This is an optimization exercise on Yosys and OpenROAD, whose aim is small area, a short achievable clock period and few clock cycles per item, not a production implementation. The RTL was checked by simulation tests, not by an equivalence proof against the original design. In every run shown here, the design's own scripts or RTL, not TritonCTS, make the clock network. The clock input has no modelled driver; a real chip could not lean on it and would need a root buffer or a full tree. No activity file was given, so power comes from the tool's default toggle rates.

File: flow/flow/run.sh
#!/bin/bash
# The standard layout, with two changes:
# - every port is buffered by a plain buf_1 instead of the delay buffer
#   buffer_ports picks by default;
# - after CTS, flow/myclk.tcl replaces the clock tree CTS built (a root
#   buffer under the port feeding an H-tree of leaf buffers) by two balanced
#   levels of clkbuf_8: four buffers under the port, each feeding buffers at
#   the centres of clusters of flip-flops.
set -euo pipefail
export BUFFER_PORTS_ARGS="-buffer_cell sky130_fd_sc_hd__buf_1"
export POST_CTS_TCL="$PWD/flow/myclk.tcl"
bash standard.sh > standard.log 2>&1
File: flow/config.mk
export PLATFORM = sky130hd
export DESIGN_NAME = lfm_calibrator
export DESIGN_NICKNAME = lfm_calibrator
export VERILOG_FILES = /design/flow/design.v
export SDC_FILE = /design/flow/constraint.sdc
export NUM_CORES = 4
export LEC_CHECK = 0
export CAP_MARGIN = 20
export CORE_MARGIN = 2
export CORE_UTILIZATION = 40
export SLEW_MARGIN = 20
File: flow/flow/myclk.tcl
# Rebuild the clock tree as two balanced levels of buffers under the clock
# port: NL1 buffers driven by the port, each driving NL2/NL1 buffers placed at
# the centres of k-means clusters of the flip-flops.
set nl1 [expr {[info exists ::env(MYCLK_NL1)] ? $::env(MYCLK_NL1) : 4}]
set nl2 [expr {[info exists ::env(MYCLK_NL2)] ? $::env(MYCLK_NL2) : 12}]
set bm1 [expr {[info exists ::env(MYCLK_BUF1)] ? $::env(MYCLK_BUF1) : "sky130_fd_sc_hd__clkbuf_8"}]
set bm2 [expr {[info exists ::env(MYCLK_BUF2)] ? $::env(MYCLK_BUF2) : "sky130_fd_sc_hd__clkbuf_8"}]
set block [ord::get_db_block]
set db [ord::get_db]
set clknet [$block findNet clk]

# 1. undo the tree CTS built: every cell on a clock net other than a register
set sinks {}
set kill {}
set knets {}
foreach net [$block getNets] {
  if {[$net getSigType] != "CLOCK" && $net != $clknet} { continue }
  set isclk 0
  if {$net == $clknet || [string match "clknet*" [$net getName]]} { set isclk 1 }
  if {!$isclk} { continue }
  if {$net != $clknet} { lappend knets $net }
  foreach it [$net getITerms] {
    set inst [$it getInst]
    set m [[$inst getMaster] getName]
    if {[string match "*df*" $m] && [[$it getMTerm] getName] == "CLK"} {
      lappend sinks $it
    } else {
      if {[lsearch -exact $kill $inst] < 0} { lappend kill $inst }
    }
  }
}
puts "myclk: [llength $sinks] sinks, removing [llength $kill] cells and [llength $knets] nets"
foreach it $sinks { $it disconnect }
foreach inst $kill { odb::dbInst_destroy $inst }
foreach net $knets { odb::dbNet_destroy $net }

proc centre {it} {
  set b [[$it getInst] getBBox]
  return [list [expr {([$b xMin] + [$b xMax]) / 2.0}] [expr {([$b yMin] + [$b yMax]) / 2.0}]]
}
# k-means of points {obj x y} into k groups; returns list of {cx cy members}
proc kmeans {pts k} {
  set n [llength $pts]
  set sx [lsort -real -index 1 $pts]
  set cents {}
  for {set i 0} {$i < $k} {incr i} {
    set p [lindex $sx [expr {int(($i + 0.5) * $n / $k)}]]
    lappend cents [list [lindex $p 1] [lindex $p 2]]
  }
  for {set iter 0} {$iter < 50} {incr iter} {
    set groups [lrepeat $k {}]
    foreach p $pts {
      set best 0; set bd 1e30
      for {set i 0} {$i < $k} {incr i} {
        set c [lindex $cents $i]
        set d [expr {abs([lindex $p 1] - [lindex $c 0]) + abs([lindex $p 2] - [lindex $c 1])}]
        if {$d < $bd} { set bd $d; set best $i }
      }
      lset groups $best [concat [lindex $groups $best] [list $p]]
    }
    set cents {}
    for {set i 0} {$i < $k} {incr i} {
      set g [lindex $groups $i]
      set m [llength $g]
      if {$m == 0} { lappend cents [list 0 0]; continue }
      set ax 0; set ay 0
      foreach p $g { set ax [expr {$ax + [lindex $p 1]}]; set ay [expr {$ay + [lindex $p 2]}] }
      lappend cents [list [expr {$ax / $m}] [expr {$ay / $m}]]
    }
  }
  set out {}
  for {set i 0} {$i < $k} {incr i} {
    if {[llength [lindex $groups $i]] == 0} { continue }
    lappend out [list {*}[lindex $cents $i] [lindex $groups $i]]
  }
  return $out
}
proc addbuf {block db mname name x y innet} {
  set inst [odb::dbInst_create $block [$db findMaster $mname] $name]
  $inst setLocation [expr {int($x)}] [expr {int($y)}]
  $inst setPlacementStatus PLACED
  set net [odb::dbNet_create $block "${name}_net"]
  $net setSigType CLOCK
  [$inst findITerm A] connect $innet
  [$inst findITerm X] connect $net
  return [list $inst $net]
}

set pts {}
foreach it $sinks { lappend pts [list $it {*}[centre $it]] }
set g2 [kmeans $pts $nl2]
# level 2 buffers, then group them under level 1 buffers
set l2 {}
set i 0
foreach g $g2 {
  lappend l2 [list $i [lindex $g 0] [lindex $g 1] [lindex $g 2]]
  incr i
}
set g1 [kmeans $l2 $nl1]
set j 0
foreach grp $g1 {
  lassign $grp cx cy members
  lassign [addbuf $block $db $bm1 "myclk_l1_$j" $cx $cy $clknet] b1 n1
  foreach m $members {
    lassign $m idx mx my sinkpts
    lassign [addbuf $block $db $bm2 "myclk_l2_$idx" $mx $my $n1] b2 n2
    foreach p $sinkpts { [lindex $p 0] connect $n2 }
    puts "myclk: l1 $j l2 $idx drives [llength $sinkpts] sinks"
  }
  incr j
}
detailed_placement
check_placement
File: flow/constraint.sdc
create_clock -name core_clock -period 15.0 [get_ports {clk}]
set_input_delay 3.0000 -clock core_clock [delete_from_list [all_inputs] [get_ports {clk}]]
set_output_delay 3.0000 -clock core_clock [all_outputs]
set_load 0.01 [all_outputs]
File: flow/standard.sh
#!/bin/bash
# synth_recipe.tcl (not shown) runs the flow's synth.tcl, then flattens the netlist and writes it again
# the make line also repeats each setting of config.mk as NAME=value (left out here)
make -C /OpenROAD-flow-scripts/flow DESIGN_CONFIG=/design/flow/config.mk WORK_HOME=/design/flow/orfs CLKGATE_MAP_FILE= SYNTH_SCRIPT=/design/flow/synth_recipe.tcl "${@:-finish}"
File: flow/design.v
module lfm_calibrator (
    input  wire        clk,
    input  wire        rst,
    input  wire        start,
    input  wire [15:0] scan1,
    input  wire [15:0] scan2,
    input  wire        smp_valid,
    output reg         smp_ready,
    input  wire [11:0] smp,
    output reg         done,
    output reg         cal_ok,
    output reg  [43:0] cal_num,
    output reg  [31:0] cal_den
);
    function [6:0] add6(input [5:0] a, input [5:0] b, input ci);
        integer i;
        reg c;
        begin
            c = ci;
            for (i = 0; i < 6; i = i + 1) begin
                add6[i] = a[i] ^ b[i] ^ c;
                c = (a[i] & b[i]) | (c & (a[i] ^ b[i]));
            end
            add6[6] = c;
        end
    endfunction
    function [8:0] inc8(input [7:0] a, input ci);
        integer i;
        reg c;
        begin
            c = ci;
            for (i = 0; i < 8; i = i + 1) begin
                inc8[i] = a[i] ^ c;
                c = a[i] & c;
            end
            inc8[8] = c;
        end
    endfunction
    reg st_idle;              
    reg st_c1;                
    reg st_c1b;               
    reg st_c1c;               
    reg st_c1d;               
    reg st_c1f;               
    reg st_c2;                
    reg st_fl;                
    reg st_num;               
    reg st_den;               
    reg        v_q;           
    reg [11:0] s_q;           
    reg        cnt15;
    reg [11:0] hs_lo;
    wire [15:0] cnt    = {cnt15, cal_den[31:17]};  
    wire [27:0] lo_sum = cal_num[27:0];           
    wire [15:0] hi_cnt = cal_den[16:1];
    reg [12:0] mid2;          
    reg [2:0]  lo_pc, hi_pc;  
    reg [15:0] lo_cnt;
    reg        lo_any, hi_any;  
    reg [5:0]  k;             
    reg        mb_l, mb_h;    
    wire        last  = (cnt == 16'd1);
    wire        take  = smp_valid && smp_ready;
    wire        last1 = st_c1 && smp_valid && (v_q ? (hi_cnt == 16'hFFFD) : (hi_cnt == 16'hFFFE));
    wire        lt_min = s_q < ~hs_lo;
    wire        gt_max = s_q > lo_sum[11:0];
    wire [12:0] smp2 = {s_q, 1'b0};
    wire        cls   = st_c2 && v_q;
    wire        is_lo = cls && (smp2 < mid2);
    wire        is_hi = cls && (smp2 > mid2);
    wire [11:0] sb = st_c2 ? s_q : st_c1c ? ~hs_lo : 12'd0;
    wire [6:0]  lo_a = add6(lo_sum[5:0],  sb[5:0],  1'b0);
    wire [6:0]  lo_b = add6(lo_sum[11:6], sb[11:6], lo_pc[0]);
    wire [8:0]  lo_c = inc8(lo_sum[19:12], lo_pc[1]);
    wire [8:0]  lo_d = inc8(lo_sum[27:20], lo_pc[2]);
    wire [6:0]  hi_a = add6(hs_lo[5:0],  sb[5:0],  1'b0);
    wire [6:0]  hi_b = add6(hs_lo[11:6], sb[11:6], hi_pc[0]);
    wire [8:0]  hi_c = inc8(cal_num[35:28], hi_pc[1]);
    wire [8:0]  hi_d = inc8(cal_num[43:36], hi_pc[2]);
    wire [16:0] nsum = {1'b0, cnt} + (mb_l ? {1'b0, hi_cnt} : 17'd0)
                                   + (mb_h ? {1'b0, lo_cnt} : 17'd0);
    wire        fl_end  = st_fl && (k == 6'd2);
    wire        num_end = st_num && (k == 6'd30);
    wire        den_end = st_den && (k == 6'd46);
    always @(posedge clk) begin
        s_q <= smp;
        v_q <= take;
        if (rst) begin
            st_idle   <= 1'b1;
            st_c1     <= 1'b0;
            st_c1b    <= 1'b0;
            st_c1c    <= 1'b0;
            st_c1d    <= 1'b0;
            cal_den[0]    <= 1'b0;
            st_c1f    <= 1'b0;
            st_c2     <= 1'b0;
            st_fl     <= 1'b0;
            st_num    <= 1'b0;
            st_den    <= 1'b0;
            smp_ready <= 1'b1;
            done      <= 1'b0;
        end else begin
            st_idle   <= (st_idle && !start) || den_end;
            st_c1     <= (st_idle && start) || (st_c1 && !last1);
            st_c1b    <= last1;
            st_c1c    <= st_c1b;
            st_c1d    <= st_c1c;
            cal_den[0]    <= st_c1d;
            st_c1f    <= cal_den[0];
            st_c2     <= st_c1f || (st_c2 && !(v_q && last));
            st_fl     <= (st_c2 && v_q && last) || (st_fl && !fl_end);
            st_num    <= fl_end || (st_num && !num_end);
            st_den    <= num_end || (st_den && !den_end);
            smp_ready <= !(last1 || st_c1b || st_c1c || st_c1d);
            done      <= den_end;
        end
        if (st_idle) begin
            {cnt15, cal_den[31:17]}    <= scan2;
            cal_den[16:1] <= ~scan1;
            lo_any <= 1'b0;
            hi_any <= 1'b0;
            cal_num[27:0] <= 28'd0;
            {cal_num[43:28], hs_lo} <= 28'd0;
            lo_pc  <= 3'd0;
            hi_pc  <= 3'd0;
            lo_cnt <= 16'd0;
            k      <= 6'd0;
        end
        if (st_c2 && v_q)
            {cnt15, cal_den[31:17]} <= cnt - 1'b1;
        if (((st_c1 || st_c1b) && v_q) || st_c1c || is_hi)
            cal_den[16:1] <= hi_cnt + 1'b1;
        if (is_lo) begin
            lo_cnt <= lo_cnt + 1'b1;
            lo_any <= 1'b1;
        end
        if (is_hi)
            hi_any <= 1'b1;
        if ((st_c1 || st_c1b) && v_q) begin
            if (lt_min) hs_lo <= ~s_q;
            if (gt_max) cal_num[11:0] <= s_q;
        end
        if (st_c1f) begin
            mid2   <= lo_sum[12:0];
            cal_num[27:0] <= 28'd0;
            {cal_num[43:28], hs_lo} <= 28'd0;
        end
        if (is_lo || st_fl || st_c1c || st_c1d || cal_den[0]) begin
            cal_num[27:0] <= {lo_d[7:0], lo_c[7:0], lo_b[5:0], lo_a[5:0]};
            lo_pc  <= {lo_c[8], lo_b[6], lo_a[6]};
        end
        if (is_hi || st_fl) begin
            {cal_num[43:28], hs_lo} <= {hi_d[7:0], hi_c[7:0], hi_b[5:0], hi_a[5:0]};
            hi_pc  <= {hi_c[8], hi_b[6], hi_a[6]};
        end
        if (st_fl || st_num || st_den)
            k <= k + 1'b1;
        mb_l <= (fl_end && lo_sum[0]) || (st_num && !num_end && lo_sum[1]);
        mb_h <= (fl_end && hs_lo[0]) || (st_num && !num_end && hs_lo[1])
             || (num_end && hi_cnt[0]) || (st_den && hi_cnt[1]);
        if (st_num) begin
            {cnt15, cal_den[31:17]}    <= num_end ? 16'd0 : nsum[16:1];
            cal_num[27:0] <= {nsum[0], lo_sum[27:1]};
            {cal_num[43:28], hs_lo} <= {num_end ? nsum[16:1] : {1'b0, cal_num[43:29]}, {cal_num[28], hs_lo[11:1]}};
            cal_ok <= lo_any && hi_any;
        end
        if (st_den) begin
            {cnt15, cal_den[31:17]}    <= nsum[16:1];
            cal_den[16:1] <= {nsum[0], hi_cnt[15:1]};
        end
    end
endmodule
==> impl_metrics.toml, run 1 <==
[drt]
drt_iter0_drc = 600
drt-pass1-iter-count = 5
wl_per_cell_um = 19.6
vias = 9015
viasPerCell = 5.67
postRouteAntennaNets = 0
routed_wl_um = 31100
drc_errors = 0

[worst_setup_path]
path_buf_inv = 1
r2r_cells = 14
cp-end-kind = "output port"
cpLargestDelayFamily = "flip-flops"
crit_fanout = 9
r2r_end = "hs_lo[11]"
cp.arrival_ns = 1.11
crit_required_ns = 12.00
r2r_slack_ns = 11.17
critPathKind = "register to output port"
worstPathCellList = "buf_1"
rr_startpoint = "st_c2"
cpMaxStageDelayCell = "edfxtp_1"
cpPeakStageDelay_ns = 0.58
start_kind = "register"

[global_route]
grt_use_total_pct = 21.6
grt_pass1_vias = 8670
grt_pass1_wl_um = 48700
grt_max_degree = 43
gr-total-overflow = 0
antenna_found_initial = 0

[layout]
layout.nets = 1425
final_area_um2 = 12000
fillCellCount = 2676
antenna_cells = 0
area_growth_pct = 8.64
final_cell_count_no_fill = 1589
drive_above_1_share_pct = 3.04

[die]
pin_count = 127
fp.dieArea_um2 = 28900
fp.dieW_um = 170
core_region_area_um2 = 27000
initial_utilization_pct = 40.8
num_rows = 60
fp.dieH_um = 170

[cts]
clock_sinks = 160
clk_latency_ns = 0.33
cts.clk_slew.worst_paths_ns = 0.11

[timing]
slew_violations = 0
final.min_clock_period_ns = 4.11
rsz0062_at_grt = "false"
fmax_mhz = 244
hold_violations = 0
tightest_slew_ns = 0.960
slew_headroom_pct = 35.9
finalCritPeriodShare_pct = 27.4
setup-tns-final_ns = 0
setup_violations = 0
clock_skew_ns = 0.0415

[synth]
ys.flop_type = "edfxtp_1"
yosysTopAreaCell = "edfxtp_1"
yosysSeqAreaShare_pct = 38.6
synth-edff-count = 106
synth_cell_type_count = 69
synth_seq_cells = 160
ys_warn_count = 1
synthTopCellsByArea = "edfxtp_1 29%, ha_1 10%, dfxtp_1 9.8%"
syn-num-nets = 1330
synth.top_cell.area_share_pct = 28.8
yosys-top-cells-count = "112 x nor2_1, 111 x inv_1, 106 x edfxtp_1"
syn_inst = 1155
syn_avg_cell_area_um2 = 9.56
syn-cell-area_um2 = 11000
synth.most_common_cell = "nor2_1"
synthArstFlopShare_pct = 0

[worst_hold_path]
worstHoldPathCells = 0
hold_class = "register to register"
whs_endpoint = "mid2[9]"
hold_path.startpoint = "cal_num[9]"

[status]
status = "no timing/DRC/antenna violations"

[place]
numPortBuffers = 126
dp_cells = 1573
place_area_um2 = 11800
place_congestion = 0.866
place_hpwl_um = 23000

[pwr]
p_leak_nw = 4.72
ir_drop_mv = 0.0389
p_per_area_nw_per_um2 = 74.0

[job]
cap_violations = 0
## cells in the final DEF, fill, tap and decap left out, types with 38 or more instances in the layout
cell type	instances
ha_1	88
a21oi_1	60
nand3_1	39
fa_1	39
buf_1	126
nor2_1	112
dfxtp_1	53
o21ai_0	38
edfxtp_1	106
inv_1	111
nand2_1	98
## metal layers
metal / share of wire (%) / routed length, µm / vias up / global-route usage [%]
li1: - / - / 4283 / -
met1: 46 / 14300 / 4370 / 30.7
met2: 45 / 13900 / 309 / 33.5
met3: 6.1 / 1900 / 53 / 3.14
met4: 3.0 / 944 / 0 / 7.88
met5: 0 / 0 / - / 0
## area by class of cell
cell class                      count  area, µm²  share of cell area (%)
Buffer                             16        220                    1.84
Inverter                          111        417                    3.47
Multi-Input combinational cell    827       6130                    51.1
Sequential cell                   160       4270                    35.6
Tap cell                          341        427                    3.56
Timing Repair Buffer              134        533                    4.44
## flip-flops by register name, indices dropped and copies added, names as in the netlist, 3 cells and up
name and flops:
mid2 13, k 6, s_q 12, lo_cnt 16, lo_pc 3, hs_lo 12
cal_num 44, cal_den 32, hi_pc 3
## power by group
part | switching [mW] | leakage (nW) | internal [mW] | total, mW
Combinational | 0.0723 | 3.07 | 0.0471 | 0.119
Sequential | 0.0339 | 1.54 | 0.495 | 0.529
Clock | 0.143 | 0.115 | 0.0969 | 0.240
## worst max path at each step
stage,depth (start not counted),startpoint,endpoint,slack [ns]
floorplan,5,smp_valid,st_c1,11.38
global placement,6,smp_valid,st_c1,11.21
detailed placement,14,st_c2,hs_lo[11],11.17
global route,1,cal_den[1],cal_den[1],10.85
finish,1,cal_den[2],cal_den[2],10.89
## through the flow
| stage | utilization (%) | worst slack, ns | power (mW) | hold WS (ns) |
|---|---|---|---|---|
| after global routing | 44.4 | 10.85 | 0.924 | 0.477 |
| after global placement | 43.6 | 11.21 | 0.655 | 0.443 |
| after detailed placement | 43.6 | 11.17 | 0.657 | 0.447 |
| after floorplan | - | 11.38 | 0.607 | 0.437 |
| final | 44.4 | 10.89 | 0.888 | 0.466 |
## kinds of logic after synthesis
family                   synth area share, %
XOR/XNOR                                4.84
AND/OR/NAND/NOR                         16.0
adder cells (fa/ha/maj)                 17.0
multiplexers                            2.60
AO/OA/AOI/OAI                           14.9
buffers and inverters                   5.92
flip-flops                              38.6
Testbench counts, summed over its fixed seeds: cycles 235,945, items 96.
==> inputs of run 2 (changes only) <==
==> flow/design.v (replaced) <==
module lfm_calibrator (
    input  wire        clk,
    input  wire        rst,
    input  wire        start,
    input  wire [15:0] scan1,
    input  wire [15:0] scan2,
    input  wire        smp_valid,
    output reg         smp_ready,
    input  wire [11:0] smp,
    output reg         done,
    output reg         cal_ok,
    output reg  [43:0] cal_num,
    output reg  [31:0] cal_den
);
    function [6:0] add6(input [5:0] a, input [5:0] b, input ci);
        integer i;
        reg c;
        begin
            c = ci;
            for (i = 0; i < 6; i = i + 1) begin
                add6[i] = a[i] ^ b[i] ^ c;
                c = (a[i] & b[i]) | (c & (a[i] ^ b[i]));
            end
            add6[6] = c;
        end
    endfunction
    function [8:0] inc8(input [7:0] a, input ci);
        integer i;
        reg c;
        begin
            c = ci;
            for (i = 0; i < 8; i = i + 1) begin
                inc8[i] = a[i] ^ c;
                c = a[i] & c;
            end
            inc8[8] = c;
        end
    endfunction
    reg st_idle;              
    reg st_c1;                
    reg st_c1c;               
    reg st_c1d;               
    reg st_c1f;               
    reg st_c2;                
    reg st_fl;                
    reg st_num;               
    reg st_den;               
    reg        v_q;           
    reg [11:0] s_q;           
    reg        cnt15;         
    reg [11:0] hs_lo;         
    reg [12:0] mid2;          
    reg [2:0]  lo_pc, hi_pc;  
    reg        hc_pc;         
    reg [15:0] lo_cnt;
    reg        lo_any, hi_any;  
    reg [5:0]  k;             
    reg        mb_l, mb_h;    
    wire [15:0] cnt    = {cnt15, cal_den[31:17]};
    wire [27:0] lo_sum = cal_num[27:0];    
    wire [15:0] hi_cnt = cal_den[16:1];    
    wire        st_c1e = cal_den[0];
    wire        last  = (cnt == 16'd1);
    wire        take  = smp_valid && smp_ready;
    wire        pre1  = v_q ? (lo_cnt == 16'hFFFD) : (lo_cnt == 16'hFFFE);
    wire        last1 = smp_valid && pre1;
    wire        lt_min = s_q < ~hs_lo;
    wire        gt_max = s_q > lo_sum[11:0];
    wire [12:0] smp2 = {s_q, 1'b0};
    wire        cls   = st_c2 && v_q;
    wire        is_lo = cls && (smp2 < mid2);
    wire        is_hi = cls && (smp2 > mid2);
    wire [11:0] sb = st_c1c ? ~hs_lo : s_q;
    wire [6:0]  lo_a = add6(lo_sum[5:0],  sb[5:0],  1'b0);
    wire [6:0]  lo_b = add6(lo_sum[11:6], sb[11:6], lo_pc[0]);
    wire [8:0]  lo_c = inc8(lo_sum[19:12], lo_pc[1]);
    wire [8:0]  lo_d = inc8(lo_sum[27:20], lo_pc[2]);
    wire [6:0]  hi_a = add6(hs_lo[5:0],  sb[5:0],  1'b0);
    wire [6:0]  hi_b = add6(hs_lo[11:6], sb[11:6], hi_pc[0]);
    wire [8:0]  hi_c = inc8(cal_num[35:28], hi_pc[1]);
    wire [8:0]  hi_d = inc8(cal_num[43:36], hi_pc[2]);
    wire [8:0]  hc_a = inc8(hi_cnt[7:0],  st_c2);
    wire [8:0]  hc_b = inc8(hi_cnt[15:8], hc_pc);
    wire [16:0] nsum = {1'b0, cnt} + (mb_l ? {1'b0, hi_cnt} : 17'd0)
                                   + (mb_h ? {1'b0, lo_cnt} : 17'd0);
    wire        fl_end  = st_fl && (k == 6'd2);
    wire        num_end = st_num && (k == 6'd30);
    wire        den_end = st_den && (k == 6'd46);
    always @(posedge clk) begin
        s_q <= take ? smp : 12'd0;
        v_q <= take;
        if (rst) begin
            st_idle    <= 1'b1;
            st_c1      <= 1'b0;
            st_c1c     <= 1'b0;
            st_c1d     <= 1'b0;
            cal_den[0] <= 1'b0;
            st_c1f     <= 1'b0;
            st_c2      <= 1'b0;
            st_fl      <= 1'b0;
            st_num     <= 1'b0;
            st_den     <= 1'b0;
            smp_ready  <= 1'b0;
            done       <= 1'b0;
        end else begin
            st_idle    <= (st_idle && !start) || den_end;
            st_c1      <= (st_idle && start) || (st_c1 && smp_ready);
            st_c1c     <= st_c1 && !smp_ready;
            st_c1d     <= st_c1c;
            cal_den[0] <= st_c1d;
            st_c1f     <= st_c1e;
            st_c2      <= st_c1f || (st_c2 && !(v_q && last));
            st_fl      <= (st_c2 && v_q && last) || (st_fl && !fl_end);
            st_num     <= fl_end || (st_num && !num_end);
            st_den     <= num_end || (st_den && !den_end);
            smp_ready  <= (st_idle && start) || (st_c1 && smp_ready && !last1)
                       || st_c1e || st_c1f || (st_c2 && !(v_q && last));
            done       <= den_end;
        end
        if (st_idle) begin
            {cnt15, cal_den[31:17]} <= scan2;
            cal_den[16:1] <= 16'd0;
            hc_pc  <= 1'b0;
            lo_cnt <= ~scan1;
            lo_any <= 1'b0;
            hi_any <= 1'b0;
            cal_num[27:0] <= 28'd0;
            {cal_num[43:28], hs_lo} <= 28'd0;
            lo_pc  <= 3'd0;
            hi_pc  <= 3'd0;
            k      <= 6'd0;
        end
        if (st_c2 && v_q)
            {cnt15, cal_den[31:17]} <= cnt - 1'b1;
        if ((st_c1 && v_q) || st_c1c || is_lo)
            lo_cnt <= lo_cnt + 1'b1;
        if (is_lo)
            lo_any <= 1'b1;
        if (is_hi)
            hi_any <= 1'b1;
        if (st_c1 && v_q) begin
            if (lt_min) hs_lo <= ~s_q;
            if (gt_max) cal_num[11:0] <= s_q;
        end
        if (st_c1f) begin
            mid2   <= lo_sum[12:0];
            cal_num[27:0] <= 28'd0;
            {cal_num[43:28], hs_lo} <= 28'd0;
        end
        if (is_lo || st_fl || st_c1c || st_c1d || st_c1e) begin
            cal_num[27:0] <= {lo_d[7:0], lo_c[7:0], lo_b[5:0], lo_a[5:0]};
            lo_pc  <= {lo_c[8], lo_b[6], lo_a[6]};
        end
        if (is_hi || st_fl) begin
            {cal_num[43:28], hs_lo} <= {hi_d[7:0], hi_c[7:0], hi_b[5:0], hi_a[5:0]};
            hi_pc  <= {hi_c[8], hi_b[6], hi_a[6]};
            cal_den[16:1] <= {hc_b[7:0], hc_a[7:0]};
            hc_pc  <= hc_a[8];
        end
        if (st_fl || st_num || st_den)
            k <= k + 1'b1;
        mb_l <= (fl_end && lo_sum[0]) || (st_num && !num_end && lo_sum[1]);
        mb_h <= (fl_end && hs_lo[0]) || (st_num && !num_end && hs_lo[1])
             || (num_end && hi_cnt[0]) || (st_den && hi_cnt[1]);
        if (st_num) begin
            {cnt15, cal_den[31:17]} <= num_end ? 16'd0 : nsum[16:1];
            cal_num[27:0] <= {nsum[0], lo_sum[27:1]};
            {cal_num[43:28], hs_lo} <= {num_end ? nsum[16:1] : {1'b0, cal_num[43:29]},
                                        cal_num[28], hs_lo[11:1]};
            cal_ok <= lo_any && hi_any;
        end
        if (st_den) begin
            {cnt15, cal_den[31:17]} <= nsum[16:1];
            cal_den[16:1] <= {nsum[0], hi_cnt[15:1]};
        end
    end
endmodule
--- a/flow/flow/myclk.tcl
+++ b/flow/flow/myclk.tcl
@@ -3,5 +3,5 @@
 # the centres of k-means clusters of the flip-flops.
 set nl1 [expr {[info exists ::env(MYCLK_NL1)] ? $::env(MYCLK_NL1) : 4}]
-set nl2 [expr {[info exists ::env(MYCLK_NL2)] ? $::env(MYCLK_NL2) : 12}]
+set nl2 [expr {[info exists ::env(MYCLK_NL2)] ? $::env(MYCLK_NL2) : 14}]
 set bm1 [expr {[info exists ::env(MYCLK_BUF1)] ? $::env(MYCLK_BUF1) : "sky130_fd_sc_hd__clkbuf_8"}]
 set bm2 [expr {[info exists ::env(MYCLK_BUF2)] ? $::env(MYCLK_BUF2) : "sky130_fd_sc_hd__clkbuf_8"}]
@@ -40,5 +40,5 @@
 }
 # k-means of points {obj x y} into k groups; returns list of {cx cy members}
-proc kmeans {pts k} {
+proc kmeans {pts k {slack 1.2}} {
   set n [llength $pts]
   set sx [lsort -real -index 1 $pts]
@@ -69,8 +69,34 @@
     }
   }
+  # final assignment with a cap on the group size, nearest pairs first
+  set cap [expr {int(ceil($slack * $n / $k))}]
+  set pairs {}
+  set pi 0
+  foreach p $pts {
+    for {set i 0} {$i < $k} {incr i} {
+      set c [lindex $cents $i]
+      lappend pairs [list [expr {abs([lindex $p 1] - [lindex $c 0]) + abs([lindex $p 2] - [lindex $c 1])}] $pi $i]
+    }
+    incr pi
+  }
+  set pairs [lsort -real -index 0 $pairs]
+  set taken [lrepeat $n 0]
+  set size [lrepeat $k 0]
+  set groups [lrepeat $k {}]
+  foreach pr $pairs {
+    lassign $pr d pi i
+    if {[lindex $taken $pi] || [lindex $size $i] >= $cap} { continue }
+    lset taken $pi 1
+    lset size $i [expr {[lindex $size $i] + 1}]
+    lset groups $i [concat [lindex $groups $i] [list [lindex $pts $pi]]]
+  }
   set out {}
   for {set i 0} {$i < $k} {incr i} {
-    if {[llength [lindex $groups $i]] == 0} { continue }
-    lappend out [list {*}[lindex $cents $i] [lindex $groups $i]]
+    set g [lindex $groups $i]
+    set m [llength $g]
+    if {$m == 0} { continue }
+    set ax 0; set ay 0
+    foreach p $g { set ax [expr {$ax + [lindex $p 1]}]; set ay [expr {$ay + [lindex $p 2]}] }
+    lappend out [list [expr {$ax / $m}] [expr {$ay / $m}] $g]
   }
   return $out
@@ -97,5 +123,5 @@
   incr i
 }
-set g1 [kmeans $l2 $nl1]
+set g1 [kmeans $l2 $nl1 1.0]
 set j 0
 foreach grp $g1 {
@@ -110,4 +136,15 @@
   incr j
 }
+# the input buffer of smp_valid feeds many gates: give it more drive
+foreach pname {smp_valid} {
+  set pnet [$block findNet $pname]
+  foreach it [$pnet getITerms] {
+    set inst [$it getInst]
+    if {[string match "*buf_1" [[$inst getMaster] getName]]} {
+      $inst swapMaster [$db findMaster sky130_fd_sc_hd__buf_4]
+      puts "myclk: $pname buffer [$inst getName] is now buf_4"
+    }
+  }
+}
 detailed_placement
 check_placement
--- a/flow/config.mk
+++ b/flow/config.mk
@@ -8,4 +8,4 @@
 export CAP_MARGIN = 20
 export CORE_MARGIN = 2
-export CORE_UTILIZATION = 40
+export CORE_UTILIZATION = 80
 export SLEW_MARGIN = 20
==> run 2 against run 1 <==
  * Global-route usage is 19 points higher
  * Sequential cell count stayed put
  * Combinational power is 4% lower
==> impl_metrics.toml, run 2 <==
[die]
pin_count = 127
fp.dieW_um = 120
fp.dieH_um = 120
initial_utilization_pct = 81.4
num_rows = 42
fp.dieArea_um2 = 14400
core_region_area_um2 = 13200

[global_route]
antenna_found_initial = 0
grt_pass1_wl_um = 45600
gr-total-overflow = 0
grt_pass1_vias = 8837
grt_use_total_pct = 40.8
grt_max_degree = 89

[synth]
synth_seq_cells = 160
synth_cell_type_count = 58
synth.most_common_cell = "nand2_1"
synth.top_cell.area_share_pct = 29.9
syn_inst = 1141
yosysTopAreaCell = "edfxtp_1"
yosys-top-cells-count = "147 x nand2_1, 107 x edfxtp_1, 102 x ha_1"
synthTopCellsByArea = "edfxtp_1 30%, ha_1 12%, dfxtp_1 9.9%"
syn_avg_cell_area_um2 = 9.41
ys.flop_type = "edfxtp_1"
syn-num-nets = 1330
ys_warn_count = 1
synthArstFlopShare_pct = 0
yosysSeqAreaShare_pct = 39.8
syn-cell-area_um2 = 10700
synth-edff-count = 107

[layout]
antenna_cells = 0
drive_above_1_share_pct = 2.59
reg_top3 = "cal_num: 44 flops, cal_den: 32 flops, lo_cnt: 16 flops"
largest_register = "cal_num"
layout_common_cells = "146 x nand2_1, 125 x buf_1, 107 x edfxtp_1"
utilization_pct = 87.2
largest_reg_flops = 44
layout.nets = 1426
area_growth_pct = 7.05
final_area_um2 = 11500
layout_commonest_cell = "nand2_1"

[worst_hold_path]
worstHoldPathCells = 1
hold_path.startpoint = "st_c1d"
hold_class = "register to register"
whs_endpoint = "cal_den[0]"

[pwr]
p_per_area_nw_per_um2 = 77.0
p_leak_nw = 4.71
p_total_mw = 0.886
ir_drop_mv = 0.0714

[worst_setup_path]
worstPathCellList = "buf_1"
cpPeakStageDelay_ns = 0.60
rr_startpoint = "st_c1c"
cpLargestDelayFamily = "flip-flops"
cpMaxStageDelayCell = "edfxtp_1"
critPathKind = "register to output port"
start_kind = "register"
crit_required_ns = 12.00
cp.arrival_ns = 1.11
cp-end-kind = "output port"
r2r_end = "cal_num[11]"
r2r_cells = 12
r2r_slack_ns = 11.02
crit_fanout = 8
path_buf_inv = 1

[timing]
setup_violations = 0
setup-tns-final_ns = 0
fmax_mhz = 243
finalCritPeriodShare_pct = 27.4
holdWs_ns = 0.478
slew_violations = 0
slew_headroom_pct = 27.8
tightest_slew_ns = 1.08
clock_skew_ns = 0.0523
final.min_clock_period_ns = 4.11
hold_violations = 0
rsz0062_at_grt = "false"

[status]
status = "no timing/DRC/antenna violations"

[place]
place_hpwl_um = 20000
place_area_um2 = 11200
place_congestion = 0.962
numPortBuffers = 126

[drt]
vias = 9367
viasPerCell = 6.64
drc_errors = 0
drt_iter0_drc = 1462
postRouteAntennaNets = 0
wl_per_cell_um = 20.4
routed_wl_um = 28700
drt-pass1-iter-count = 9

[job]
cap_violations = 0

[cts]
clk_latency_ns = 0.31
clock_sinks = 160
cts.clk_slew.worst_paths_ns = 0.09
run 2: cell count changes in the layout (fill, tap and decap cells not counted), moves of 15 or more:
cell / before / now
o21ai_0: 38 / 83
xor2_1: 33 / 14
a22o_1: 21 / 3
nand2b_1: 17 / 2
nand2_1: 98 / 146
nor2_1: 112 / 89
run 2: layout make-up:
type | instances | area, µm²
sequential | 160 | 4280
timing repair buffer | 130 | 507
buffer | 18 | 248
multi-input combinational | 826 | 5870
tap | 176 | 220
fill | 642 | 1690
inverter | 101 | 379
run 2: cells by family after synthesis:
logic type | Yosys count | synth area share (%)
xor+xnor | 44 | 3.59
compound gates | 232 | 13.1
flops | 160 | 39.8
fa+ha+maj | 141 | 19.2
mux | 23 | 2.14
buf+inv | 155 | 5.64
simple gates | 386 | 16.5
run 2: metal layers:
metal / vias to the layer above / part of all wire [%] / global-route usage (%)
met1: 4365 / 38 / 55.2
met2: 691 / 46 / 65.3
li1: 4181 / - / -
met4: 0 / 4.3 / 16.7
met3: 130 / 11 / 7.75
met5: - / 0 / 0
run 2: how the worst max path moves through the flow:
stage	cells after the start	start	slack [ns]	end
after global routing	12	st_c1c	10.84	hs_lo[11]
after detailed placement	5	smp_valid	10.77	smp_ready
after floorplan	4	smp_valid	11.18	smp_ready
final	1	cal_den[17]	10.89	cal_den[17]
after global placement	5	smp_valid	10.80	smp_ready
run 2: stage by stage:
stage          setup WS [ns]  instances
2_1_floorplan          11.18       1141
3_3_place_gp           10.80       1393
3_5_place_dp           10.77       1393
5_1_grt                10.84       1411
6_report               10.89       1411
run 2: where the power goes:
| part | total (mW) | switching [mW] | leakage [nW] | internal, mW |
|---|---|---|---|---|
| registers | 0.527 | 0.0308 | 1.55 | 0.496 |
| logic | 0.114 | 0.0719 | 3.03 | 0.0417 |
| clock network | 0.245 | 0.137 | 0.129 | 0.108 |
Testbench counts of run 2, summed over its fixed seeds: cycles 235,945, items 96.
==> inputs of run 3 (changes only) <==
--- a/flow/config.mk
+++ b/flow/config.mk
@@ -8,4 +8,4 @@
 export CAP_MARGIN = 20
 export CORE_MARGIN = 2
-export CORE_UTILIZATION = 80
+export CORE_UTILIZATION = 65
 export SLEW_MARGIN = 20
==> run 3 against run 2 <==
  * Still clean on timing, DRC and antenna
  * First-iteration DRC count decreased by 38%
  * Power decreased by 0.43%
  * Global-route usage decreased by 10 points
  * Critical path type unchanged
  * Largest power group unchanged
==> impl_metrics.toml, run 3 <==
[worst_setup_path]
cpLargestDelayFamily = "flip-flops"
worstPathCellList = "buf_1"
cpPeakStageDelay_ns = 0.57
r2r_end = "cal_num[11]"
endpoint = "smp_ready"
r2r_cells = 12
critPathKind = "register to output port"
cp.arrival_ns = 1.07
startpoint = "smp_ready"
start_kind = "register"
crit_fanout = 17
cp_num_cells = 1
cpMaxStageDelayCell = "dfxtp_1"
path_buf_inv = 1
crit_required_ns = 12.00
rr_startpoint = "st_c1c"
cp-end-kind = "output port"
r2r_slack_ns = 11.11

[status]
status = "no timing/DRC/antenna violations"

[die]
initial_utilization_pct = 67.1
num_rows = 46
fp.dieArea_um2 = 17600
pin_count = 127
core_region_area_um2 = 16000
fp.dieH_um = 133
fp.dieW_um = 133

[synth]
syn_inst = 1141
syn-num-nets = 1330
ys_warn_count = 1
yosysSeqAreaShare_pct = 39.8
synth_seq_cells = 160
synth-edff-count = 107
synthArstFlopShare_pct = 0
yosys-top-cells-count = "147 x nand2_1, 107 x edfxtp_1, 102 x ha_1"
synth.most_common_cell = "nand2_1"
synthTopCellsByArea = "edfxtp_1 30%, ha_1 12%, dfxtp_1 9.9%"
synth_cell_type_count = 58
syn-cell-area_um2 = 10700
syn_avg_cell_area_um2 = 9.41
yosysTopAreaCell = "edfxtp_1"
ys.flop_type = "edfxtp_1"
synth.top_cell.area_share_pct = 29.9

[place]
numPortBuffers = 126
place_area_um2 = 11300
pre_cts_ws_ns = 10.76
place_congestion = 0.922
place_hpwl_um = 19600

[cts]
clock_sinks = 160
cts.clk_slew.worst_paths_ns = 0.08
clk_latency_ns = 0.33

[job]
cap_violations = 0

[timing]
fmax_mhz = 246
clock_skew_ns = 0.0551
rsz0062_at_grt = "false"
setup_violations = 0
slew_violations = 0
tightest_slew_ns = 1.05
finalCritPeriodShare_pct = 27.2
final.min_clock_period_ns = 4.07
slew_headroom_pct = 30.1
fin_ws_ns = 10.93
setup-tns-final_ns = 0
hold_violations = 0

[layout]
area_growth_pct = 7.67
layout_commonest_cell = "nand2_1"
layout_common_cells = "146 x nand2_1, 125 x buf_1, 107 x edfxtp_1"
layout.nets = 1428
final_area_um2 = 11600
largest_reg_flops = 44
largest_register = "cal_num"
reg_top3 = "cal_num: 44 flops, cal_den: 32 flops, lo_cnt: 16 flops"
drive_above_1_share_pct = 2.83
antenna_cells = 0

[drt]
drt-pass1-iter-count = 7
drc_errors = 0
wl_per_cell_um = 18.3
postRouteAntennaNets = 0
viasPerCell = 6.02
routed_wl_um = 26600
drt_iter0_drc = 904
vias = 8743

[worst_hold_path]
hold_class = "register to register"

[global_route]
antenna_found_initial = 0
grt_use_total_pct = 30.6
grt_max_degree = 89
gr-total-overflow = 0
grt_pass1_vias = 8156
grt_pass1_wl_um = 42700

[pwr]
ir_drop_mv = 0.0682
p_per_area_nw_per_um2 = 76.3
p_total_mw = 0.882
p_leak_nw = 4.72
[run 3: cell counts after synthesis]
No cell type changed its count.
[run 3: how the worst min path moves through the flow]
stage	start	end	slack (ns)	depth (start not counted)
after detailed placement	hi_any	hi_any	0.44	1
final	hi_any	hi_any	0.46	1
after global routing	hi_any	hi_any	0.48	1
after floorplan	hi_any	hi_any	0.42	1
after global placement	hi_any	hi_any	0.43	1
[run 3: per-layer routing]
layer	routed length, µm	global-route usage (%)
met1	11900	45.3
met2	11800	46.3
met3	2260	5.67
met4	671	8.72
met5	0	0
[run 3: final cells by class]
| class | count | area, µm² |
|---|---|---|
| multi-input combinational | 826 | 5870 |
| inverter | 101 | 379 |
| sequential | 160 | 4280 |
| buffer | 18 | 248 |
| fill | 1279 | 4440 |
| tap | 216 | 270 |
| timing repair buffer | 132 | 522 |
[run 3: stage by stage]
step,std cells,utilization (%),hold WS (ns)
after floorplan,1141,-,0.423
final,1453,72.3,0.456
after global routing,1453,72.3,0.476
after detailed placement,1434,70.6,0.436
after global placement,1434,70.6,0.432
[run 3: logic make-up (layout without fill, tap and decap cells)]
family                   count (synthesis)  after routing  synth area share (%)
AND/OR/NAND/NOR                        386            386                  16.5
XOR/XNOR                                44             44                  3.59
AO/OA/AOI/OAI                          232            232                  13.1
multiplexers                            23             23                  2.14
flip-flops                             160            160                  39.8
adder cells (fa/ha/maj)                141            141                  19.2
buffers and inverters                  155            251                  5.64
[run 3: where the power goes]
part	total [mW]	leakage, nW	internal, mW	switching [mW]
combinational	0.110	3.04	0.0412	0.0688
clock	0.246	0.129	0.108	0.138
sequential	0.525	1.55	0.496	0.0295
total	0.882	4.72	0.645	0.236
==> inputs of run 4 (changes only) <==
--- a/flow/flow/myclk.tcl
+++ b/flow/flow/myclk.tcl
@@ -3,5 +3,5 @@
 # the centres of k-means clusters of the flip-flops.
 set nl1 [expr {[info exists ::env(MYCLK_NL1)] ? $::env(MYCLK_NL1) : 4}]
-set nl2 [expr {[info exists ::env(MYCLK_NL2)] ? $::env(MYCLK_NL2) : 14}]
+set nl2 [expr {[info exists ::env(MYCLK_NL2)] ? $::env(MYCLK_NL2) : 12}]
 set bm1 [expr {[info exists ::env(MYCLK_BUF1)] ? $::env(MYCLK_BUF1) : "sky130_fd_sc_hd__clkbuf_8"}]
 set bm2 [expr {[info exists ::env(MYCLK_BUF2)] ? $::env(MYCLK_BUF2) : "sky130_fd_sc_hd__clkbuf_8"}]
@@ -40,5 +40,5 @@
 }
 # k-means of points {obj x y} into k groups; returns list of {cx cy members}
-proc kmeans {pts k {slack 1.2}} {
+proc kmeans {pts k} {
   set n [llength $pts]
   set sx [lsort -real -index 1 $pts]
@@ -70,5 +70,5 @@
   }
   # final assignment with a cap on the group size, nearest pairs first
-  set cap [expr {int(ceil($slack * $n / $k))}]
+  set cap [expr {int(ceil(1.1 * $n / $k))}]
   set pairs {}
   set pi 0
@@ -123,5 +123,5 @@
   incr i
 }
-set g1 [kmeans $l2 $nl1 1.0]
+set g1 [kmeans $l2 $nl1]
 set j 0
 foreach grp $g1 {
@@ -136,15 +136,4 @@
   incr j
 }
-# the input buffer of smp_valid feeds many gates: give it more drive
-foreach pname {smp_valid} {
-  set pnet [$block findNet $pname]
-  foreach it [$pnet getITerms] {
-    set inst [$it getInst]
-    if {[string match "*buf_1" [[$inst getMaster] getName]]} {
-      $inst swapMaster [$db findMaster sky130_fd_sc_hd__buf_4]
-      puts "myclk: $pname buffer [$inst getName] is now buf_4"
-    }
-  }
-}
 detailed_placement
 check_placement
--- a/flow/config.mk
+++ b/flow/config.mk
@@ -8,4 +8,4 @@
 export CAP_MARGIN = 20
 export CORE_MARGIN = 2
-export CORE_UTILIZATION = 65
+export CORE_UTILIZATION = 40
 export SLEW_MARGIN = 20
==> run 4 against run 3 <==
  * Still clean on timing, DRC and antenna
  * Sequential cell count did not move
  * Die area rose by 60%
  * Power rose by 0.52%
  * Register-to-register slack got worse by 0.13 ns
  * Synthesized area did not move
  * Utilization fell by 28 points
  * Worst setup slack got worse by 0.061 ns
  * Final area rose by 1.0%
  * Global-route usage fell by 9.9 points
  * Synthesized cell count did not move
==> impl_metrics.toml, run 4 <==
[pwr]
power_frac_comb_pct = 12.5
p_per_area_nw_per_um2 = 75.9
p_leak_nw = 4.70
internal_power_mw = 0.634
power_frac_seq_pct = 59.4
p_switching_mw = 0.253
swShare_pct = 28.5
ir_drop_mv = 0.0477
clkPwrFrac_pct = 28.1

[timing]
slew_violations = 0
setup_violations = 0
final.min_clock_period_ns = 4.13
slew_headroom_pct = 25.1
tightest_slew_ns = 1.12
finalCritPeriodShare_pct = 27.6
clock_skew_ns = 0.0405
setup-tns-final_ns = 0
rsz0062_at_grt = "false"
fin_ws_ns = 10.87
hold_violations = 0
fmax_mhz = 242

[synth]
muxShareOfSynthArea_pct = 2.14
synth-compound-area-share_pct = 13.1
ys.flop_type = "edfxtp_1"
synthArstFlopShare_pct = 0
syn-cell-area_um2 = 10700
synth_simple_gate_area_share_pct = 16.5
synth_cell_type_count = 58
synth_fa_ha_area_share_pct = 19.2
synth.top_cell.area_share_pct = 29.9
ys_warn_count = 1
synth-edff-count = 107
synthXorXnorAreaFrac_pct = 3.59
synthTopCellsByArea = "edfxtp_1 30%, ha_1 12%, dfxtp_1 9.9%"
synth.most_common_cell = "nand2_1"
yosysSeqAreaShare_pct = 39.8
synth_top_family_by_area = "adder cells"
syn_avg_cell_area_um2 = 9.41
syn_inst = 1141
yosysTopAreaCell = "edfxtp_1"
yosys-top-cells-count = "147 x nand2_1, 107 x edfxtp_1, 102 x ha_1"
synth_seq_cells = 160
syn-num-nets = 1330

[layout]
reg_top3 = "cal_num: 44 flops, cal_den: 32 flops, lo_cnt: 16 flops"
fillCellCount = 2573
layout.nets = 1426
largest_reg_flops = 44
largest_register = "cal_num"
utilization_pct = 44.6
layout_common_cells = "146 x nand2_1, 126 x buf_1, 107 x edfxtp_1"
area_growth_pct = 8.76
layout_commonest_cell = "nand2_1"
antenna_cells = 0
drive_above_1_share_pct = 2.59
final_area_um2 = 11700

[worst_setup_path]
path_buf_inv = 1
start_kind = "register"
cpPeakStageDelay_ns = 0.61
cp-end-kind = "output port"
crit_fanout = 8
cpLargestDelayFamily = "flip-flops"
critPathKind = "register to output port"
cpMaxStageDelayCell = "edfxtp_1"
cp.arrival_ns = 1.13
crit_required_ns = 12.00
worstPathCellList = "buf_1"

[drt]
wl_met1_um = 14200
highest_layer = "met4"
routed-wl-met2_um = 13100
wl_per_cell_um = 18.7
vias = 8649
wl_met3_um = 1700
drt_iter0_drc = 861
viasPerCell = 5.51
drt-pass1-iter-count = 5
drc_errors = 0
postRouteAntennaNets = 0
routed_wl_um = 29400

[cts]
clock_sinks = 160
cts.clk_slew.worst_paths_ns = 0.12
clk_latency_ns = 0.33

[die]
initial_utilization_pct = 41.0
fp.dieW_um = 168
fp.dieArea_um2 = 28200
num_rows = 59
pin_count = 127
core_region_area_um2 = 26200
fp.dieH_um = 168

[place]
place_congestion = 0.907
place_hpwl_um = 21600
place_area_um2 = 11400
pre_cts_ws_ns = 10.65
numPortBuffers = 126

[job]
cap_violations = 0

[global_route]
grt_use_total_pct = 20.7
gr-total-overflow = 0
grt_max_degree = 89
grt_pass1_vias = 7981
antenna_found_initial = 0
grt_pass1_wl_um = 45700

[worst_hold_path]
hold_class = "register to register"

[status]
status = "no timing/DRC/antenna violations"
-- run 4: layer usage --
layer	vias to the layer above	GRT usage, %
li1	4176	-
met1	4182	31.2
met2	262	32.0
met3	29	3.01
met4	0	4.08
met5	-	0
-- run 4: final timing paths --
path	from	to	slack, ns	depth (start not counted)
setup reg to reg	st_c1c	hs_lo[11]	10.98	12
hold / removal	st_c1d	cal_den[0]	0.44	1
setup / recovery	cal_den[17]	cal_den[17]	10.87	1
hold reg to reg	st_c1d	cal_den[0]	0.44	1
-- run 4: layout make-up --
cell class / count / area [µm²] / share of cell area, %
multi-input cells: 826 / 5870 / 50.2
plain buffers: 16 / 220 / 1.89
flip-flops and latches: 160 / 4280 / 36.6
repair buffers: 132 / 518 / 4.43
well taps: 335 / 419 / 3.59
inverters: 101 / 379 / 3.25
-- run 4: kinds of logic after synthesis --
logic type                 count (synthesis)
AOI/OAI and AO/OA                        232
xor gates and xnor gates                  44
adders and majority gates                141
buffers and inverters                    155
DFF                                      160
muxes                                     23
and+or+nand+nor                          386
-- run 4: power by group through the flow --
stage                     Combinational [mW]  Sequential [mW]  Clock [mW]
after floorplan                       0.0692            0.530           0
after global placement                 0.109            0.536           0
after detailed placement               0.110            0.536           0
after global routing                   0.124            0.530       0.272
final                                  0.110            0.527       0.249
-- run 4: through the flow --
step / cells / hold slack (ns) / power (mW)
final: 1570 / 0.437 / 0.886
after global routing: 1570 / 0.437 / 0.927
after detailed placement: 1553 / 0.440 / 0.646
after global placement: 1553 / 0.449 / 0.645
after floorplan: 1141 / 0.423 / 0.600
==> inputs of run 5 (changes only) <==
--- a/flow/config.mk
+++ b/flow/config.mk
@@ -8,4 +8,4 @@
 export CAP_MARGIN = 20
 export CORE_MARGIN = 2
-export CORE_UTILIZATION = 40
+export CORE_UTILIZATION = 65
 export SLEW_MARGIN = 20
==> run 5 against run 4 <==
  * Worst hold slack better by 0.020 ns
  * Global-route usage up 9.8 points
  * Sequential share of layout area up 0.47 points
  * Sequential cell count unchanged
  * Utilization up 27 points
  * Synthesized area unchanged
  * Register-to-register slack better by 0.11 ns
  * Synthesized cell count unchanged
  * Sequential power about the same
  * First-iteration DRC count up 3.8%
  * Worst setup slack better by 0.049 ns
  * Power down 2.5%
==> impl_metrics.toml, run 5 <==
[synth]
syn-num-nets = 1330
synth-edff-count = 107
ys_warn_count = 1
synth_cell_type_count = 58
synth.top_cell.area_share_pct = 29.9
synth_seq_cells = 160
synth.most_common_cell = "nand2_1"
syn-cell-area_um2 = 10700
yosys-top-cells-count = "147 x nand2_1, 107 x edfxtp_1, 102 x ha_1"
synthTopCellsByArea = "edfxtp_1 30%, ha_1 12%, dfxtp_1 9.9%"
ys.flop_type = "edfxtp_1"
synthArstFlopShare_pct = 0
syn_avg_cell_area_um2 = 9.41
syn_inst = 1141
yosysSeqAreaShare_pct = 39.8
yosysTopAreaCell = "edfxtp_1"

[status]
status = "no timing/DRC/antenna violations"

[place]
place_hpwl_um = 19600
numPortBuffers = 126
place_area_um2 = 11300
place_congestion = 0.922

[layout]
final_area_um2 = 11500
largest_register = "cal_num"
layout_commonest_cell = "nand2_1"
drive_above_1_share_pct = 2.59
area_growth_pct = 7.38
fillCellCount = 1288
reg_top3 = "cal_num: 44 flops, cal_den: 32 flops, lo_cnt: 16 flops"
largest_reg_flops = 44
layout_common_cells = "146 x nand2_1, 126 x buf_1, 107 x edfxtp_1"
antenna_cells = 0
layout.nets = 1426

[timing]
final.min_clock_period_ns = 4.08
rsz0062_at_grt = "false"
setup-tns-final_ns = 0
setup_violations = 0
finalCritPeriodShare_pct = 27.2
slew_violations = 0
clock_skew_ns = 0.0431
tightest_slew_ns = 1.04
fmax_mhz = 245
slew_headroom_pct = 30.6
hold_violations = 0

[drt]
viasPerCell = 6.03
drc_errors = 0
vias = 8749
drt-pass1-iter-count = 6
routed_wl_um = 26700
wl_per_cell_um = 18.4
postRouteAntennaNets = 0
drt_iter0_drc = 894

[die]
num_rows = 46
fp.dieW_um = 133
core_region_area_um2 = 16000
initial_utilization_pct = 67.1
fp.dieH_um = 133
fp.dieArea_um2 = 17600
pin_count = 127

[global_route]
grt_max_degree = 89
gr-total-overflow = 0
grt_use_total_pct = 30.5
grt_pass1_vias = 8120
antenna_found_initial = 0
grt_pass1_wl_um = 42600

[worst_setup_path]
rr_startpoint = "st_c1c"
r2r_end = "cal_num[11]"
path_buf_inv = 1
critPathKind = "register to output port"
r2r_slack_ns = 11.09
startpoint = "cal_den[17]"
cpLargestDelayFamily = "flip-flops"
r2r_cells = 12
cp-end-kind = "output port"
start_kind = "register"
crit_fanout = 8
cpPeakStageDelay_ns = 0.58
worstPathCellList = "buf_1"
cp.arrival_ns = 1.08
crit_required_ns = 12.00
cpMaxStageDelayCell = "edfxtp_1"

[worst_hold_path]
hold_path.startpoint = "hi_any"
worstHoldPathCells = 1
whs_endpoint = "hi_any"
hold_class = "register to register"

[cts]
clock_sinks = 160
clk_latency_ns = 0.31
cts.clk_slew.worst_paths_ns = 0.11

[pwr]
p_leak_nw = 4.70
p_per_area_nw_per_um2 = 75.0
ir_drop_mv = 0.0698

[job]
cap_violations = 0
==> run 5: cell counts after synthesis <==
Identical to the previous run, type by type.
==> run 5: power by group <==
group / total, mW / leakage, nW / switching, mW / internal [mW]
clock network: 0.229 / 0.115 / 0.132 / 0.0967
registers: 0.525 / 1.55 / 0.0296 / 0.496
logic: 0.110 / 3.04 / 0.0689 / 0.0411
total: 0.864 / 4.70 / 0.231 / 0.634
==> run 5: metal layers <==
metal	track usage, %	vias to the layer above	wire (µm)
li1	-	4170	-
met1	45.7	4115	11800
met2	46.6	410	11900
met3	4.48	54	2290
met4	8.24	0	629
met5	0	-	0
==> run 5: stage by stage <==
step           hold slack (ns)  instances  util [%]  setup slack (ns)  power, mW
3_3_place_gp             0.432       1434      70.6             10.78      0.640
3_5_place_dp             0.436       1434      70.6             10.76      0.644
5_1_grt                  0.476       1451      72.1             10.84      0.901
2_1_floorplan            0.423       1141         -             11.18      0.600
6_report                 0.456       1451      72.1             10.92      0.864
==> run 5: area by class of cell <==
class	instances	area, µm²	share of cell area [%]
inverter	101	379	3.29
buffer	16	220	1.91
timing repair buffer	132	518	4.49
multi-input combinational	826	5870	50.9
sequential	160	4280	37.1
tap	216	270	2.34
==> run 5: cell families after synthesis <==
logic type | share of synthesized area (%)
mux | 2.14
flops | 39.8
buf+inv | 5.64
fa+ha+maj | 19.2
simple gates | 16.5
xor+xnor | 3.59
compound gates | 13.1
==> run 5: worst max path at each step <==
stage / endpoint / slack (ns) / depth (start not counted)
2_1_floorplan: smp_ready / 11.18 / 4
3_3_place_gp: smp_ready / 10.78 / 5
3_5_place_dp: smp_ready / 10.76 / 5
5_1_grt: hs_lo[11] / 10.84 / 12
6_report: cal_den[17] / 10.92 / 1
==> inputs of run 6 (changes only) <==
--- a/flow/design.v
+++ b/flow/design.v
@@ -41,4 +41,5 @@
     reg st_c1c;               
     reg st_c1d;               
+    reg st_c1e;               
     reg st_c1f;               
     reg st_c2;                
@@ -51,5 +52,6 @@
     reg [11:0] hs_lo;         
     reg [12:0] mid2;          
-    reg [2:0]  lo_pc, hi_pc;  
+    reg [2:0]  lo_pc;         
+    reg [1:0]  hi_pc;         
     reg        hc_pc;         
     reg [15:0] lo_cnt;
@@ -60,5 +62,5 @@
     wire [27:0] lo_sum = cal_num[27:0];    
     wire [15:0] hi_cnt = cal_den[16:1];    
-    wire        st_c1e = cal_den[0];
+    wire [2:0]  hi_pc3 = {cal_den[0], hi_pc};
     wire        last  = (cnt == 16'd1);
     wire        take  = smp_valid && smp_ready;
@@ -77,7 +79,7 @@
     wire [8:0]  lo_d = inc8(lo_sum[27:20], lo_pc[2]);
     wire [6:0]  hi_a = add6(hs_lo[5:0],  sb[5:0],  1'b0);
-    wire [6:0]  hi_b = add6(hs_lo[11:6], sb[11:6], hi_pc[0]);
-    wire [8:0]  hi_c = inc8(cal_num[35:28], hi_pc[1]);
-    wire [8:0]  hi_d = inc8(cal_num[43:36], hi_pc[2]);
+    wire [6:0]  hi_b = add6(hs_lo[11:6], sb[11:6], hi_pc3[0]);
+    wire [8:0]  hi_c = inc8(cal_num[35:28], hi_pc3[1]);
+    wire [8:0]  hi_d = inc8(cal_num[43:36], hi_pc3[2]);
     wire [8:0]  hc_a = inc8(hi_cnt[7:0],  st_c2);
     wire [8:0]  hc_b = inc8(hi_cnt[15:8], hc_pc);
@@ -95,5 +97,5 @@
             st_c1c     <= 1'b0;
             st_c1d     <= 1'b0;
-            cal_den[0] <= 1'b0;
+            st_c1e     <= 1'b0;
             st_c1f     <= 1'b0;
             st_c2      <= 1'b0;
@@ -108,5 +110,5 @@
             st_c1c     <= st_c1 && !smp_ready;
             st_c1d     <= st_c1c;
-            cal_den[0] <= st_c1d;
+            st_c1e     <= st_c1d;
             st_c1f     <= st_c1e;
             st_c2      <= st_c1f || (st_c2 && !(v_q && last));
@@ -128,5 +130,5 @@
             {cal_num[43:28], hs_lo} <= 28'd0;
             lo_pc  <= 3'd0;
-            hi_pc  <= 3'd0;
+            {cal_den[0], hi_pc} <= 3'd0;
             k      <= 6'd0;
         end
@@ -154,5 +156,5 @@
         if (is_hi || st_fl) begin
             {cal_num[43:28], hs_lo} <= {hi_d[7:0], hi_c[7:0], hi_b[5:0], hi_a[5:0]};
-            hi_pc  <= {hi_c[8], hi_b[6], hi_a[6]};
+            {cal_den[0], hi_pc} <= {hi_c[8], hi_b[6], hi_a[6]};
             cal_den[16:1] <= {hc_b[7:0], hc_a[7:0]};
             hc_pc  <= hc_a[8];
--- a/flow/flow/myclk.tcl
+++ b/flow/flow/myclk.tcl
@@ -3,5 +3,5 @@
 # the centres of k-means clusters of the flip-flops.
 set nl1 [expr {[info exists ::env(MYCLK_NL1)] ? $::env(MYCLK_NL1) : 4}]
-set nl2 [expr {[info exists ::env(MYCLK_NL2)] ? $::env(MYCLK_NL2) : 12}]
+set nl2 [expr {[info exists ::env(MYCLK_NL2)] ? $::env(MYCLK_NL2) : 14}]
 set bm1 [expr {[info exists ::env(MYCLK_BUF1)] ? $::env(MYCLK_BUF1) : "sky130_fd_sc_hd__clkbuf_8"}]
 set bm2 [expr {[info exists ::env(MYCLK_BUF2)] ? $::env(MYCLK_BUF2) : "sky130_fd_sc_hd__clkbuf_8"}]
@@ -40,5 +40,5 @@
 }
 # k-means of points {obj x y} into k groups; returns list of {cx cy members}
-proc kmeans {pts k} {
+proc kmeans {pts k {slack 1.2}} {
   set n [llength $pts]
   set sx [lsort -real -index 1 $pts]
@@ -70,5 +70,5 @@
   }
   # final assignment with a cap on the group size, nearest pairs first
-  set cap [expr {int(ceil(1.1 * $n / $k))}]
+  set cap [expr {int(ceil($slack * $n / $k))}]
   set pairs {}
   set pi 0
@@ -123,5 +123,5 @@
   incr i
 }
-set g1 [kmeans $l2 $nl1]
+set g1 [kmeans $l2 $nl1 1.0]
 set j 0
 foreach grp $g1 {
@@ -136,4 +136,15 @@
   incr j
 }
+# the input buffer of smp_valid feeds many gates: give it more drive
+foreach pname {smp_valid} {
+  set pnet [$block findNet $pname]
+  foreach it [$pnet getITerms] {
+    set inst [$it getInst]
+    if {[string match "*buf_1" [[$inst getMaster] getName]]} {
+      $inst swapMaster [$db findMaster sky130_fd_sc_hd__buf_4]
+      puts "myclk: $pname buffer [$inst getName] is now buf_4"
+    }
+  }
+}
 detailed_placement
 check_placement
==> run 6 against run 5 <==
  * Clock power increased by 7%
  * Critical path depth did not move
  * Final cell count grew 1.3%
  * Critical path type unchanged
  * Still clean
  * Wire length increased by 2.2%
  * Power grew 2.3%
  * Sequential share of layout area fell by 0.57 points
  * First-iteration DRC count fell by 9.6%
  * Combinational power up 4%
  * Sequential power barely moved
  * Register-to-register slack got worse by 0.02 ns
==> impl_metrics.toml, run 6 <==
[worst_setup_path]
critPathKind = "register to output port"
cp-end-kind = "output port"
start_kind = "register"
worstPathCellList = "buf_1"
cp.arrival_ns = 1.20
path_buf_inv = 1
crit_fanout = 17
cpMaxStageDelayCell = "dfxtp_1"
crit_required_ns = 12.00
cpPeakStageDelay_ns = 0.69
cpLargestDelayFamily = "flip-flops"

[synth]
synth.most_common_cell = "nand2_1"
synth_seq_cells = 160
synth-edff-count = 107
synth_cell_type_count = 62
ys.flop_type = "edfxtp_1"
syn-cell-area_um2 = 10900
synth.top_cell.area_share_pct = 29.6
syn_inst = 1148
yosysSeqAreaShare_pct = 39.3
ys_warn_count = 1
synthTopCellsByArea = "edfxtp_1 30%, ha_1 12%, dfxtp_1 9.8%"
syn-num-nets = 1337
yosys-top-cells-count = "155 x nand2_1, 107 x edfxtp_1, 102 x ha_1"
syn_avg_cell_area_um2 = 9.47
yosysTopAreaCell = "edfxtp_1"
synthArstFlopShare_pct = 0

[layout]
largest_register = "cal_num"
multi_input_comb_area_um2 = 6010
reg_top3 = "cal_num: 44 flops, cal_den: 32 flops, lo_cnt: 16 flops"
antenna_cells = 0
drive_above_1_share_pct = 3.68
layout.nets = 1441
seq_area_um2 = 4280
largest_reg_flops = 44
area_growth_pct = 7.78
fillCellCount = 1364
layout_common_cells = "155 x nand2_1, 125 x buf_1, 107 x edfxtp_1"
layout_commonest_cell = "nand2_1"

[timing]
setup_violations = 0
rsz0062_at_grt = "false"
slew_headroom_pct = 23.8
hold_violations = 0
final.min_clock_period_ns = 4.20
setup-tns-final_ns = 0
slew_violations = 0
clock_skew_ns = 0.0510
tightest_slew_ns = 1.14
fmax_mhz = 238
holdWs_ns = 0.469
finalCritPeriodShare_pct = 28.0

[pwr]
internal_power_mw = 0.647
power_frac_comb_pct = 12.9
swShare_pct = 26.9
clkPwrFrac_pct = 27.8
p_switching_mw = 0.238
power_frac_seq_pct = 59.3
ir_drop_mv = 0.0736
p_leak_nw = 4.98
p_per_area_nw_per_um2 = 75.5

[die]
fp.dieArea_um2 = 17800
fp.dieH_um = 133
fp.dieW_um = 133
num_rows = 47
initial_utilization_pct = 66.0
pin_count = 127
core_region_area_um2 = 16500

[global_route]
grt_max_degree = 64
antenna_found_initial = 0
use_met1_pct = 47.8
grt_use_met2_pct = 46.8
grt_util_met3_pct = 6.01
grt.busiest_layer = "met1"
grt_pass1_wl_um = 44000
grt_use_total_pct = 31.4
grt_pass1_vias = 8157
gr-total-overflow = 0

[place]
place_hpwl_um = 20200
numPortBuffers = 126
place_congestion = 0.950

[drt]
drt-pass1-iter-count = 5
wl_per_cell_um = 18.6
postRouteAntennaNets = 0
drc_errors = 0
routed_wl_um = 27300
viasPerCell = 5.91
drt_iter0_drc = 808
vias = 8694

[worst_hold_path]
hold_class = "register to register"

[status]
status = "no timing/DRC/antenna violations"

[job]
cap_violations = 0

[cts]
clock_sinks = 160
clk_latency_ns = 0.31
cts.clk_slew.worst_paths_ns = 0.08
==> run 6: changes by cell type in the layout (fill, tap and decap cells not counted), moves of 9 or more <==
| cell | change |
|---|---|
| nor2_1 | -9 |
| a21oi_1 | +13 |
| nand2_1 | +9 |
| nand3_1 | -25 |
| nand3b_1 | +13 |
==> run 6: path summary, 6_finish.rpt <==
| path | cells past startpoint | end | startpoint | slack (ns) |
|---|---|---|---|---|
| max reg2reg | 13 | cal_num[40] | mb_l | 11.07 |
| min | 1 | st_c1e | st_c1d | 0.47 |
| max | 1 | smp_ready | smp_ready | 10.80 |
| min reg2reg | 1 | st_c1e | st_c1d | 0.47 |
==> run 6: cell families after synthesis <==
family,Yosys count,share of synthesized area [%]
simple gates,387,16.9
fa+ha+maj,141,18.9
mux,28,2.58
buf+inv,149,5.43
xor+xnor,43,3.46
flops,160,39.3
compound gates,240,13.4
==> run 6: per-layer routing <==
metal | vias up | wire [µm]
met3 | 48 | 2250
met4 | 0 | 562
li1 | 4225 | -
met1 | 4081 | 12300
met5 | - | 0
met2 | 340 | 12200
==> run 6: power groups by stage <==
stage | combinational (mW) | sequential, mW | clock [mW]
floorplan | 0.0713 | 0.530 | 0
global placement | 0.110 | 0.533 | 0
detailed placement | 0.113 | 0.533 | 0
global route | 0.129 | 0.528 | 0.264
finish | 0.114 | 0.524 | 0.246
==> run 6: stage by stage <==
stage                     instance area, µm²  power (mW)  util, %  instances  setup WS [ns]
after floorplan                        10900       0.602        -       1148          11.26
after global placement                 11500       0.643     69.6       1452          10.72
after detailed placement               11500       0.646     69.6       1452          10.66
after global routing                   11700       0.920     71.2       1470          10.75
final                                  11700       0.884     71.2       1470          10.80
==> run 6: cell type report <==
class / instances / area share (%)
Buffer: 18 / 2.11
Inverter: 99 / 3.17
Multi-Input combinational cell: 839 / 51.3
Sequential cell: 160 / 36.5
Tap cell: 220 / 2.35
Timing Repair Buffer: 134 / 4.58
==> run 6: worst reg2reg max path, stage by stage (launching register included) <==
cell and delay [ns]:
dfxtp_1 0.71, nand2_1 0.19, fa_1 0.54, inv_1 0.05, ha_1 0.20, inv_1 0.07, fa_1 0.20, nor2b_1 0.07
o31a_1 0.29, o311a_1 0.35, o41ai_1 0.39, xor2_1 0.32, o21ai_0 0.12, a22o_1 0.19
Testbench counts of run 6, summed over its fixed seeds: cycles 235,945, items 96.

[afterwards: timing with drivers on the ports]
How much do the figures lean on ideal ports? The routed layouts below were timed once more, with nothing changed but the port constraints.
Step 1 sets driving cells, clkbuf_16 on the clock port and buf_2 on the other inputs (assumed; they add their load-dependent delay and slew).
Step 2 times the ports against the registers' clock, not the clock port: input delays grow and output delays shrink by t, the midpoint of the rising clock arrivals with the driver on.
Three values: ideal, step 1, step 2; two values: the first two.
run | shift t [ns] | slack for setup (ns) | worst setup path at the end
run 1 | 0.389 | 10.894 / 10.810 / 11.167 | register to register
run 2 | 0.370 | 10.893 / 10.812 / 10.991 | input to register
run 3 | 0.378 | 10.927 / 10.851 / 10.978 | input to register
run 4 | 0.395 | 10.866 / 10.783 / 10.660 | input to register
run 5 | 0.371 | 10.915 / 10.837 / 10.769 | input to register
run 6 | 0.369 | 10.800 / 10.719 / 10.977 | input to register
After both steps setup and hold are still met in every run listed. The setup slack of run 4, which loses most, moves by -0.083 ns with the drivers and by -0.206 ns with both steps.
